This is an optimization exercise on Yosys and OpenROAD, whose aim is small area, a short achievable clock period and few clock cycles, not a production implementation. RTL that was checked went through simulation tests only; none was proved equivalent to the original. Power and IR drop assume default switching activity.

==> inputs of v34 <==
==> flow/design.v <==
module gfig_rx (
    input  wire         clk,
    input  wire         rst,         
    input  wire         in_valid,
    input  wire [7:0]   in_data,
    input  wire         in_last,
    output wire         in_ready,
    output reg          rep_valid,
    output reg  [2:0]   rep_code,
    output reg  [279:0] rep_data
);
    localparam [7:0] M0 = 8'hB2;
    localparam [7:0] M1 = 8'hA1;
    localparam [7:0] VERSION = 8'h01;
    localparam [2:0] R_UNKNOWN   = 3'd4;
    localparam [2:0] R_MALFORMED = 3'd5;
    localparam [2:0] R_STORM     = 3'd6;
    localparam integer D  = 35;        
    localparam integer AW = 6;
    localparam [1:0] P_HUNT = 2'd0;    
    localparam [1:0] P_FRM  = 2'd1;    
    localparam [1:0] P_UNKW = 2'd2;    
    localparam [1:0] P_SKIP = 2'd3;    
    localparam [15:0] CRC_MAGIC = 16'hC0AB;
    function [15:0] crc_byte;
        input [15:0] c;
        input [7:0]  d;
        integer j;
        reg [15:0] r;
        begin
            r = c ^ {d, 8'h00};
            for (j = 0; j < 8; j = j + 1)
                r = r[15] ? ((r << 1) ^ 16'h1021) : (r << 1);
            crc_byte = r;
        end
    endfunction
    reg       rdy;
    reg       iv, il;
    reg [7:0] id;
    assign in_ready = rdy;
    always @(posedge clk) begin
        id <= in_data;
        il <= in_last;
    end
    reg [8:0]    fm [0:D-1];           
    reg [AW-1:0] wp, rp;
    reg [AW:0]   tot;                  
    reg [AW:0]   avail;                
    reg [5:1]    a_ge;                 
    reg       hbv;                     
    reg [7:0] hb;
    reg       hf;                      
    reg       h_b2, h_a1, h_known, h_v01, h_him;
    wire [8:0] fo = fm[rp];
    always @(posedge clk) begin
        if (iv)
            fm[wp] <= {il, id};
    end
    reg [1:0]  st;
    reg        prev_b2;      
    reg [5:0]  k;            
    reg        fk2, fk3;     
    reg        fpay;         
    reg        fklo, fkend;  
    reg [1:0]  ty;           
    reg [15:0] crc;
    reg        ver_ok;
    reg        v_b2;         
    reg        t_b2, t_a1;   
    reg        lo_ok;        
    reg [3:0]  sl;           
    reg [3:0]  inv;
    reg        storm_pend;
    wire consume = hbv && a_ge[1] && (st != P_UNKW);
    wire ld      = (!hbv || consume) && (hbv ? (tot >= 2) : (tot != 0));    
    wire [3:0] sl1 = sl[3] ? 4'd8 : sl + 4'd1;
    reg [5:0] k_lo1, k_lastf;
    always @* begin
        case (ty)
            2'd1:    begin k_lo1 = 6'd13; k_lastf = 6'd12; end
            2'd2:    begin k_lo1 = 6'd61; k_lastf = 6'd38; end
            default: begin k_lo1 = 6'd11; k_lastf = 6'd11; end
        endcase
    end
    reg gate;
    always @* begin
        case (sl[2:0])
            3'd4: gate = a_ge[4];
            3'd5: gate = a_ge[3];
            3'd6: gate = a_ge[2];
            3'd7: gate = a_ge[1];
            default: gate = a_ge[5];
        endcase
        if (sl[3]) gate = 1'b1;
    end
    wire [AW:0] tot_n   = tot + iv - consume;
    wire [AW:0] avail_n = (iv && il) ? tot_n : avail - consume;
    integer q;
    reg fire, fire_now;
    reg  clr_r;
    wire in_frm = consume && (st == P_FRM);
    wire pay_wr = in_frm && fpay;
    wire [7:0] pd = hb & {8{~clr_r}};
    always @(posedge clk) begin
        for (q = 0; q < 35; q = q + 1)
            if (clr_r || (pay_wr && k == q + 4))
                rep_data[8*q +: 8] <= pd;
    end
    wire up = iv && !consume;
    wire dn = !iv && consume;
    reg  rdy_n;
    always @* begin
        case ({rdy, up, dn})
            3'b010:  rdy_n = tot <= D - 2;
            3'b001:  rdy_n = tot <= D;
            3'b110:  rdy_n = tot <= D - 3;
            3'b101:  rdy_n = tot <= D - 1;
            3'b100:  rdy_n = tot <= D - 2;
            default: rdy_n = tot <= D - 1;
        endcase
    end
    reg [5:1] a_ge_n;
    always @* begin
        for (q = 1; q <= 5; q = q + 1) begin
            if (iv && il)
                a_ge_n[q] = up ? (tot >= q - 1) : dn ? (tot >= q + 1) : (tot >= q);
            else if (consume)
                a_ge_n[q] = (q == 5) ? (avail >= 6) : a_ge[q + 1];
            else
                a_ge_n[q] = a_ge[q];
        end
    end
    reg fin, fin_ok, fin_storm;
    always @(posedge clk) begin
        if (rst) begin
            rdy <= 1'b0; iv <= 1'b0;
            wp <= 0; rp <= 0; tot <= 0; avail <= 0; a_ge <= 5'd0;
            hbv <= 1'b0;
            st <= P_HUNT; prev_b2 <= 1'b0; sl <= 4'd0; inv <= 4'd0;
            storm_pend <= 1'b0;
            rep_valid <= 1'b0;
            clr_r <= 1'b0;
            fin <= 1'b0; fin_storm <= 1'b0;
        end else begin
            iv  <= in_valid & rdy;
            rdy <= rdy_n;
            if (iv) wp <= (wp == D-1) ? 0 : wp + 1'b1;
            if (ld) rp <= (rp == D-1) ? 0 : rp + 1'b1;
            tot   <= tot_n;
            avail <= avail_n;
            a_ge  <= a_ge_n;
            if (ld) begin
                hbv     <= 1'b1;
                hb      <= fo[7:0];
                hf      <= fo[8];
                h_b2    <= (fo[7:0] == M0);
                h_a1    <= (fo[7:0] == M1);
                h_known <= (fo[7:0] == 8'h01) || (fo[7:0] == 8'h02) || (fo[7:0] == 8'h03);
                h_v01   <= (fo[7:0] == VERSION);
                h_him   <= (fo[7:0] == crc[15:8]);
            end else if (consume) begin
                hbv <= 1'b0;
            end
            rep_valid  <= 1'b0;
            storm_pend <= 1'b0;
            clr_r      <= 1'b0;
            fin        <= 1'b0;
            fin_storm  <= 1'b0;
            if (storm_pend) begin
                rep_valid <= 1'b1;
                rep_code  <= R_STORM;
            end
            if (fin) begin
                rep_valid  <= 1'b1;
                rep_code   <= fin_ok ? {1'b0, ty} : R_MALFORMED;
                storm_pend <= fin_storm;
            end
            fire = 1'b0;
            fire_now = 1'b0;
            if (st == P_UNKW) begin
                if (gate) fire = 1'b1;
            end else if (consume) begin
                sl <= sl1;
                case (st)
                    P_HUNT: begin
                        if (prev_b2 && h_a1) begin
                            st   <= P_FRM;
                            k    <= 6'd2;
                            fk2  <= 1'b1; fk3 <= 1'b0; fpay <= 1'b0;
                            fklo <= 1'b0; fkend <= 1'b0;
                            crc  <= CRC_MAGIC;
                            clr_r <= 1'b1;
                            if (hf && sl1[3]) sl <= 4'd2;
                        end
                        prev_b2 <= h_b2;
                    end
                    P_FRM: begin
                        k     <= k + 6'd1;
                        fk2   <= 1'b0;
                        fk3   <= fk2;
                        fpay  <= fk3 || (fpay && (k != k_lastf));
                        fklo  <= !fk2 && !fk3 && (k == k_lo1);
                        fkend <= fklo;
                        if (fk2) begin
                            ver_ok <= h_v01;
                            v_b2   <= h_b2;
                            crc    <= crc_byte(crc, hb);
                            if (hf && sl1[3]) sl <= 4'd3;
                        end else if (fk3) begin
                            t_b2 <= h_b2;
                            t_a1 <= h_a1;
                            if (h_known) begin
                                ty  <= hb[1:0];
                                crc <= crc_byte(crc, hb);
                            end else if (gate) begin
                                fire = 1'b1;
                                fire_now = 1'b1;
                            end else begin
                                st <= P_UNKW;
                            end
                        end else if (fkend) begin
                            fin    <= 1'b1;
                            fin_ok <= ver_ok && lo_ok && h_him;
                            sl <= 4'd0;
                            st <= P_HUNT;
                            prev_b2 <= 1'b0;
                            if (ver_ok && lo_ok && h_him) begin
                                inv <= 4'd0;
                            end else begin
                                clr_r <= 1'b1;
                                if (inv == 4'd10) begin
                                    inv <= 4'd0;
                                    fin_storm <= 1'b1;
                                    if (!hf) begin
                                        st <= P_SKIP;
                                        sl <= 4'd8;
                                    end
                                end else begin
                                    inv <= inv + 4'd1;
                                end
                            end
                        end else if (fklo) begin
                            lo_ok <= (hb == crc[7:0]);
                        end else begin
                            crc <= crc_byte(crc, hb);
                        end
                    end
                    P_SKIP: begin
                        if (hf && sl1[3]) begin
                            st <= P_HUNT;
                            prev_b2 <= 1'b0;
                            sl <= 4'd0;
                        end
                    end
                    default: ;
                endcase
            end
            if (fire) begin
                rep_valid <= 1'b1;
                rep_code  <= R_UNKNOWN;
                if (inv == 4'd10) begin
                    inv <= 4'd0;
                    storm_pend <= 1'b1;
                    prev_b2 <= 1'b0;
                    if (fire_now && hf && sl1[3]) begin
                        st <= P_HUNT;
                        sl <= 4'd0;
                    end else begin
                        st <= P_SKIP;
                        sl <= fire_now ? sl1 : sl;
                    end
                end else begin
                    inv <= inv + 4'd1;
                    sl  <= 4'd3;
                    if (v_b2 && (fire_now ? h_a1 : t_a1)) begin
                        st   <= P_FRM;
                        k    <= 6'd2;
                        fk2  <= 1'b1; fk3 <= 1'b0; fpay <= 1'b0;
                        fklo <= 1'b0; fkend <= 1'b0;
                        crc  <= CRC_MAGIC;
                        clr_r <= 1'b1;
                    end else begin
                        st <= P_HUNT;
                        prev_b2 <= fire_now ? h_b2 : t_b2;
                    end
                end
            end
        end
    end
endmodule
==> flow/flow/run.sh <==
#!/bin/bash
# Layout flow: the standard ORFS flow with these changes:
#  - repair_timing keeps a setup margin, so paths are sized and buffered
#    past the clock period, and may resize cells to other footprints;
#  - ports are buffered with buf_1 cells.
set -e -o pipefail
export SETUP_SLACK_MARGIN=8.0
export BUFFER_PORTS_ARGS="-buffer_cell sky130_fd_sc_hd__buf_1"
bash standard.sh MATCH_CELL_FOOTPRINT=0 finish 2>&1 | tee standard_flow.log
==> flow/standard.sh <==
#!/bin/bash
# synth_recipe.tcl (not shown) runs the flow's synth.tcl, then flattens the netlist and writes it again
# the make line also repeats each setting of config.mk as NAME=value (left out here)
make -C /OpenROAD-flow-scripts/flow DESIGN_CONFIG=/design/flow/config.mk WORK_HOME=/design/flow/orfs CLKGATE_MAP_FILE= SYNTH_SCRIPT=/design/flow/synth_recipe.tcl "${@:-finish}"
==> flow/config.mk <==
export PLATFORM = sky130hd
export DESIGN_NAME = gfig_rx
export DESIGN_NICKNAME = gfig_rx
export VERILOG_FILES = /design/flow/design.v
export SDC_FILE = /design/flow/constraint.sdc
export NUM_CORES = 4
export LEC_CHECK = 0
export ABC_CLOCK_PERIOD_IN_PS = 3000
export CAP_MARGIN = 20
export CORE_MARGIN = 2
export CORE_UTILIZATION = 65
export CTS_CLUSTER_DIAMETER = 80
export CTS_CLUSTER_SIZE = 26
export PLACE_DENSITY = 0.75
export SLEW_MARGIN = 20
==> flow/constraint.sdc <==
create_clock -name core_clock -period 11.0 [get_ports {clk}]
set_input_delay 2.2000 -clock core_clock [delete_from_list [all_inputs] [get_ports {clk}]]
set_output_delay 2.2000 -clock core_clock [all_outputs]
set_load 0.01 [all_outputs]
==> v36: changes against v34 <==
--- a/flow/design.v
+++ b/flow/design.v
@@ -44,9 +44,10 @@
     end
     reg [8:0]    fm [0:D-1];           
     reg [AW-1:0] wp, rp;
+    reg [AW:0]   mc;                   
     reg [AW:0]   tot;                  
     reg [AW:0]   avail;                
-    reg [5:1]    a_ge;                 
+    reg [8:1]    a_ge;                 
     reg       hbv;                     
     reg [7:0] hb;
     reg       hf;                      
@@ -72,7 +73,7 @@
     reg [3:0]  inv;
     reg        storm_pend;
     wire consume = hbv && a_ge[1] && (st != P_UNKW);
-    wire ld      = (!hbv || consume) && (hbv ? (tot >= 2) : (tot != 0));    
+    wire ld      = (!hbv || consume) && (mc != 0);
     wire [3:0] sl1 = sl[3] ? 4'd8 : sl + 4'd1;
     reg [5:0] k_lo1, k_lastf;
     always @* begin
@@ -85,11 +86,14 @@
     reg gate;
     always @* begin
         case (sl[2:0])
+            3'd0: gate = a_ge[8];
+            3'd1: gate = a_ge[7];
+            3'd2: gate = a_ge[6];
+            3'd3: gate = a_ge[5];
             3'd4: gate = a_ge[4];
             3'd5: gate = a_ge[3];
             3'd6: gate = a_ge[2];
-            3'd7: gate = a_ge[1];
-            default: gate = a_ge[5];
+            default: gate = a_ge[1];
         endcase
         if (sl[3]) gate = 1'b1;
     end
@@ -97,58 +101,39 @@
     wire [AW:0] avail_n = (iv && il) ? tot_n : avail - consume;
     integer q;
     reg fire, fire_now;
-    reg  clr_r;
-    wire in_frm = consume && (st == P_FRM);
-    wire pay_wr = in_frm && fpay;
-    wire [7:0] pd = hb & {8{~clr_r}};
+    wire in_frm  = consume && (st == P_FRM);
+    wire frm_mid = in_frm && !fk2 && !fk3 && !fkend && !fklo;
+    wire pay_wr  = frm_mid && fpay;
+    wire unk_now = in_frm && fk3 && !h_known;
+    wire clr     = (in_frm && fk3 && h_known)
+                || (in_frm && fkend && !(ver_ok && lo_ok && h_him))
+                || (unk_now && gate)
+                || ((st == P_UNKW) && gate);
+    wire [7:0] pd = hb & {8{~clr}};
     always @(posedge clk) begin
         for (q = 0; q < 35; q = q + 1)
-            if (clr_r || (pay_wr && k == q + 4))
+            if (clr || (pay_wr && k == q + 4))
                 rep_data[8*q +: 8] <= pd;
     end
-    wire up = iv && !consume;
-    wire dn = !iv && consume;
-    reg  rdy_n;
-    always @* begin
-        case ({rdy, up, dn})
-            3'b010:  rdy_n = tot <= D - 2;
-            3'b001:  rdy_n = tot <= D;
-            3'b110:  rdy_n = tot <= D - 3;
-            3'b101:  rdy_n = tot <= D - 1;
-            3'b100:  rdy_n = tot <= D - 2;
-            default: rdy_n = tot <= D - 1;
-        endcase
-    end
-    reg [5:1] a_ge_n;
-    always @* begin
-        for (q = 1; q <= 5; q = q + 1) begin
-            if (iv && il)
-                a_ge_n[q] = up ? (tot >= q - 1) : dn ? (tot >= q + 1) : (tot >= q);
-            else if (consume)
-                a_ge_n[q] = (q == 5) ? (avail >= 6) : a_ge[q + 1];
-            else
-                a_ge_n[q] = a_ge[q];
-        end
-    end
-    reg fin, fin_ok, fin_storm;
     always @(posedge clk) begin
         if (rst) begin
             rdy <= 1'b0; iv <= 1'b0;
-            wp <= 0; rp <= 0; tot <= 0; avail <= 0; a_ge <= 5'd0;
+            wp <= 0; rp <= 0; mc <= 0; tot <= 0; avail <= 0; a_ge <= 8'd0;
             hbv <= 1'b0;
             st <= P_HUNT; prev_b2 <= 1'b0; sl <= 4'd0; inv <= 4'd0;
             storm_pend <= 1'b0;
             rep_valid <= 1'b0;
-            clr_r <= 1'b0;
-            fin <= 1'b0; fin_storm <= 1'b0;
+            rep_code  <= 3'd0;
         end else begin
             iv  <= in_valid & rdy;
-            rdy <= rdy_n;
+            rdy <= (tot_n + rdy + 1'b1) <= D;
             if (iv) wp <= (wp == D-1) ? 0 : wp + 1'b1;
             if (ld) rp <= (rp == D-1) ? 0 : rp + 1'b1;
+            mc    <= mc + iv - ld;
             tot   <= tot_n;
             avail <= avail_n;
-            a_ge  <= a_ge_n;
+            for (q = 1; q <= 8; q = q + 1)
+                a_ge[q] <= avail_n >= q;
             if (ld) begin
                 hbv     <= 1'b1;
                 hb      <= fo[7:0];
@@ -163,17 +148,9 @@
             end
             rep_valid  <= 1'b0;
             storm_pend <= 1'b0;
-            clr_r      <= 1'b0;
-            fin        <= 1'b0;
-            fin_storm  <= 1'b0;
             if (storm_pend) begin
                 rep_valid <= 1'b1;
                 rep_code  <= R_STORM;
-            end
-            if (fin) begin
-                rep_valid  <= 1'b1;
-                rep_code   <= fin_ok ? {1'b0, ty} : R_MALFORMED;
-                storm_pend <= fin_storm;
             end
             fire = 1'b0;
             fire_now = 1'b0;
@@ -189,7 +166,6 @@
                             fk2  <= 1'b1; fk3 <= 1'b0; fpay <= 1'b0;
                             fklo <= 1'b0; fkend <= 1'b0;
                             crc  <= CRC_MAGIC;
-                            clr_r <= 1'b1;
                             if (hf && sl1[3]) sl <= 4'd2;
                         end
                         prev_b2 <= h_b2;
@@ -219,18 +195,18 @@
                                 st <= P_UNKW;
                             end
                         end else if (fkend) begin
-                            fin    <= 1'b1;
-                            fin_ok <= ver_ok && lo_ok && h_him;
+                            rep_valid <= 1'b1;
                             sl <= 4'd0;
                             st <= P_HUNT;
                             prev_b2 <= 1'b0;
                             if (ver_ok && lo_ok && h_him) begin
                                 inv <= 4'd0;
+                                rep_code <= {1'b0, ty};
                             end else begin
-                                clr_r <= 1'b1;
+                                rep_code <= R_MALFORMED;
                                 if (inv == 4'd10) begin
                                     inv <= 4'd0;
-                                    fin_storm <= 1'b1;
+                                    storm_pend <= 1'b1;
                                     if (!hf) begin
                                         st <= P_SKIP;
                                         sl <= 4'd8;
@@ -278,7 +254,6 @@
                         fk2  <= 1'b1; fk3 <= 1'b0; fpay <= 1'b0;
                         fklo <= 1'b0; fkend <= 1'b0;
                         crc  <= CRC_MAGIC;
-                        clr_r <= 1'b1;
                     end else begin
                         st <= P_HUNT;
                         prev_b2 <= fire_now ? h_b2 : t_b2;
==> flow/run.sh (new file) <==
#!/bin/bash
# synth_recipe.tcl (not shown) runs the flow's synth.tcl, then flattens the netlist and writes it again
# the make line also repeats each setting of config.mk as NAME=value (left out here)
make -C /OpenROAD-flow-scripts/flow DESIGN_CONFIG=/design/flow/config.mk WORK_HOME=/design/flow/orfs CLKGATE_MAP_FILE= SYNTH_SCRIPT=/design/flow/synth_recipe.tcl finish
Settings changed: CORE_UTILIZATION 65 to 40, CTS_CLUSTER_DIAMETER 80 to unset, CTS_CLUSTER_SIZE 26 to unset, PLACE_DENSITY 0.75 to unset.
removed: flow/flow/run.sh
removed: flow/standard.sh
==> v9: changes against v34 <==
--- a/flow/design.v
+++ b/flow/design.v
@@ -46,7 +46,7 @@
     reg [AW-1:0] wp, rp;
     reg [AW:0]   tot;                  
     reg [AW:0]   avail;                
-    reg [5:1]    a_ge;                 
+    reg [8:1]    a_ge;                 
     reg       hbv;                     
     reg [7:0] hb;
     reg       hf;                      
@@ -85,11 +85,14 @@
     reg gate;
     always @* begin
         case (sl[2:0])
+            3'd0: gate = a_ge[8];
+            3'd1: gate = a_ge[7];
+            3'd2: gate = a_ge[6];
+            3'd3: gate = a_ge[5];
             3'd4: gate = a_ge[4];
             3'd5: gate = a_ge[3];
             3'd6: gate = a_ge[2];
-            3'd7: gate = a_ge[1];
-            default: gate = a_ge[5];
+            default: gate = a_ge[1];
         endcase
         if (sl[3]) gate = 1'b1;
     end
@@ -119,13 +122,13 @@
             default: rdy_n = tot <= D - 1;
         endcase
     end
-    reg [5:1] a_ge_n;
-    always @* begin
-        for (q = 1; q <= 5; q = q + 1) begin
+    reg [8:1] a_ge_n;
+    always @* begin
+        for (q = 1; q <= 8; q = q + 1) begin
             if (iv && il)
                 a_ge_n[q] = up ? (tot >= q - 1) : dn ? (tot >= q + 1) : (tot >= q);
             else if (consume)
-                a_ge_n[q] = (q == 5) ? (avail >= 6) : a_ge[q + 1];
+                a_ge_n[q] = (q == 8) ? (avail >= 9) : a_ge[q + 1];
             else
                 a_ge_n[q] = a_ge[q];
         end
@@ -134,11 +137,12 @@
     always @(posedge clk) begin
         if (rst) begin
             rdy <= 1'b0; iv <= 1'b0;
-            wp <= 0; rp <= 0; tot <= 0; avail <= 0; a_ge <= 5'd0;
+            wp <= 0; rp <= 0; tot <= 0; avail <= 0; a_ge <= 8'd0;
             hbv <= 1'b0;
             st <= P_HUNT; prev_b2 <= 1'b0; sl <= 4'd0; inv <= 4'd0;
             storm_pend <= 1'b0;
             rep_valid <= 1'b0;
+            rep_code  <= 3'd0;
             clr_r <= 1'b0;
             fin <= 1'b0; fin_storm <= 1'b0;
         end else begin
==> flow/flow/run.sh (replaced) <==
#!/bin/bash
# Layout flow: the standard ORFS flow with these changes:
#  - repair_timing keeps a setup margin, so paths are sized and buffered
#    past the clock period, and may resize cells to other footprints;
#  - ports are buffered with buf_2 cells.
set -e -o pipefail
export SETUP_SLACK_MARGIN=7.6
export BUFFER_PORTS_ARGS="-buffer_cell sky130_fd_sc_hd__buf_2"
bash standard.sh MATCH_CELL_FOOTPRINT=0 finish 2>&1 | tee standard_flow.log
Settings changed: ABC_AREA set to 1, ABC_CLOCK_PERIOD_IN_PS 3000 to unset, CTS_CLUSTER_DIAMETER 80 to 100, CTS_CLUSTER_SIZE 26 to 30.
==> v20: changes against v34 <==
--- a/flow/design.v
+++ b/flow/design.v
@@ -46,7 +46,7 @@
     reg [AW-1:0] wp, rp;
     reg [AW:0]   tot;                  
     reg [AW:0]   avail;                
-    reg [5:1]    a_ge;                 
+    reg [8:1]    a_ge;                 
     reg       hbv;                     
     reg [7:0] hb;
     reg       hf;                      
@@ -85,11 +85,14 @@
     reg gate;
     always @* begin
         case (sl[2:0])
+            3'd0: gate = a_ge[8];
+            3'd1: gate = a_ge[7];
+            3'd2: gate = a_ge[6];
+            3'd3: gate = a_ge[5];
             3'd4: gate = a_ge[4];
             3'd5: gate = a_ge[3];
             3'd6: gate = a_ge[2];
-            3'd7: gate = a_ge[1];
-            default: gate = a_ge[5];
+            default: gate = a_ge[1];
         endcase
         if (sl[3]) gate = 1'b1;
     end
@@ -119,13 +122,13 @@
             default: rdy_n = tot <= D - 1;
         endcase
     end
-    reg [5:1] a_ge_n;
-    always @* begin
-        for (q = 1; q <= 5; q = q + 1) begin
+    reg [8:1] a_ge_n;
+    always @* begin
+        for (q = 1; q <= 8; q = q + 1) begin
             if (iv && il)
                 a_ge_n[q] = up ? (tot >= q - 1) : dn ? (tot >= q + 1) : (tot >= q);
             else if (consume)
-                a_ge_n[q] = (q == 5) ? (avail >= 6) : a_ge[q + 1];
+                a_ge_n[q] = (q == 8) ? (avail >= 9) : a_ge[q + 1];
             else
                 a_ge_n[q] = a_ge[q];
         end
@@ -134,11 +137,12 @@
     always @(posedge clk) begin
         if (rst) begin
             rdy <= 1'b0; iv <= 1'b0;
-            wp <= 0; rp <= 0; tot <= 0; avail <= 0; a_ge <= 5'd0;
+            wp <= 0; rp <= 0; tot <= 0; avail <= 0; a_ge <= 8'd0;
             hbv <= 1'b0;
             st <= P_HUNT; prev_b2 <= 1'b0; sl <= 4'd0; inv <= 4'd0;
             storm_pend <= 1'b0;
             rep_valid <= 1'b0;
+            rep_code  <= 3'd0;
             clr_r <= 1'b0;
             fin <= 1'b0; fin_storm <= 1'b0;
         end else begin
==> flow/flow/run.sh (replaced) <==
#!/bin/bash
# Layout flow: the standard ORFS flow with these changes:
#  - repair_timing keeps a setup margin, so paths are sized and buffered
#    past the clock period, and may resize cells to other footprints;
#  - ports are buffered with buf_2 cells.
set -e -o pipefail
export SETUP_SLACK_MARGIN=7.6
export BUFFER_PORTS_ARGS="-buffer_cell sky130_fd_sc_hd__buf_2"
bash standard.sh MATCH_CELL_FOOTPRINT=0 finish 2>&1 | tee standard_flow.log
Settings changed: CORE_UTILIZATION 65 to 40, CTS_CLUSTER_DIAMETER 80 to 70, CTS_CLUSTER_SIZE 26 to 22, PLACE_DENSITY 0.75 to unset.
==> qor summary <==
|  | v34 | v20 | v36 | v9 |
|---|---|---|---|---|
| Synthesized-area fraction occupied by and/or/nand/nor cells | 6.260% | 6.655% | 6.916% | 15.82% |
| R2R Path Start | - | st[0]$_SDFFE_PP0P_ | st[0]$_SDFFE_PP0P_ | - |
| Met3 wire length | 3893 um | 3260 um | 4083 um | 5421 um |
| Clk slew on worst S/H paths | 0.10 ns | 0.08 ns | 0.06 ns | 0.12 ns |
| Final min period | 3.390 ns | 3.454 ns | 4.246 ns | 3.385 ns |
| Max Fanout on Critical Path | 1 | 1 | 13 | 1 |
| Routed wl met2 | 33810 um | 34190 um | 34630 um | 34500 um |
| Post-Synthesis Cell Area | 27720 sq um | 28200 sq um | 27840 sq um | 28910 sq um |
| Pleak | 0.01066 uW | 0.01085 uW | 0.01140 uW | 0.01196 uW |
| Met1 Wirelength | 25110 um | 28820 um | 27220 um | 27280 um |
| Origin of the worst min-delay path | h_v01$_DFFE_PP_ | fin_storm$_SDFF_PP0_ | h_v01$_DFFE_PP_ | h_v01$_DFFE_PP_ |
| Clock latency on the worst-skew pair | 0.59 ns | 0.61 ns | 0.63 ns | 0.61 ns |
| Setup slack after layout | 7.610 ns | 7.546 ns | 6.754 ns | 7.615 ns |
| Combinational Power Share | 19.4% | 18.3% | 25.1% | 23.7% |
| Run status | timing/DRC/antenna clean | timing/DRC/antenna clean | timing/DRC/antenna clean | timing/DRC/antenna clean |
| Via Count | 15890 | 16030 | 15920 | 19370 |
| CTS sink count | 712 | 715 | 718 | 715 |
| Worst slew margin | 29.84% | 26.80% | 27.83% | 25.55% |
| Clock Buffer Count | 50 | 58 | 94 | 48 |
| Capturing instance or port of the critical path | rep_data[17] | rep_data[192] | a_ge[2]$_SDFF_PP0_ | rep_data[114] |
| Maximum number of pins on one net before global-route repair | 55 | 52 | 47 | 93 |
| Count of multi-input combinational gates | 853 | 907 | 876 | 1425 |
| Buffer count from post-CTS setup fixing | 11 | 2 | 0 | 1 |
| Period Utilization, post-route | 30.82% | 31.40% | 38.60% | 30.78% |
| Number of buffers and inverters on the critical path | 1 | 1 | 4 | 1 |
| Endpoint of the worst hold-timing path | ver_ok$_DFFE_PP_ | storm_pend$_SDFF_PP0_ | ver_ok$_DFFE_PP_ | ver_ok$_DFFE_PP_ |
| Area of the die | 44320 sq um | 72640 sq um | 71740 sq um | 46180 sq um |
Testbench counts of v34, summed over its fixed seeds: cycles 186,711.
Only the layout flow was run in v36, v9 and v20; the RTL was not checked for function there.

## port drivers added, routing unchanged
No port has a modelled driver above. Below, the same layouts with a new extraction and two added sets of constraints. Step 1 (the two cells are an assumption about what drives the block):
set clk [get_ports {clk}]
set_driving_cell -lib_cell sky130_fd_sc_hd__clkbuf_16 $clk
set_driving_cell -lib_cell sky130_fd_sc_hd__buf_2 [delete_from_list [all_inputs] $clk]
Step 2, shift: input delay + t, output delay - t, t = (earliest + latest rising clock arrival at the registers) / 2. This alone moves slack from input paths to output paths. a / b / c = ideal ports / drivers / drivers and shift; a / b = the first two.
run	shift t [ns]	setup WS [ns]	clock arrival spread, ns	worst register clock-pin slew, ns
v34	0.633	7.610 / 7.554 / 7.511	0.031 / 0.031	0.10 / 0.10
v36	0.670	6.754 / 6.754 / 6.600	0.037 / 0.037	0.06 / 0.06
v9	0.659	7.615 / 7.560 / 7.059	0.025 / 0.025	0.12 / 0.12
v20	0.650	7.546 / 7.488 / 7.081	0.040 / 0.040	0.09 / 0.09
After both steps setup and hold are still met in every run listed. For v9, which loses most, drivers alone change the setup slack by -0.055 ns; drivers and shift together by -0.556 ns.
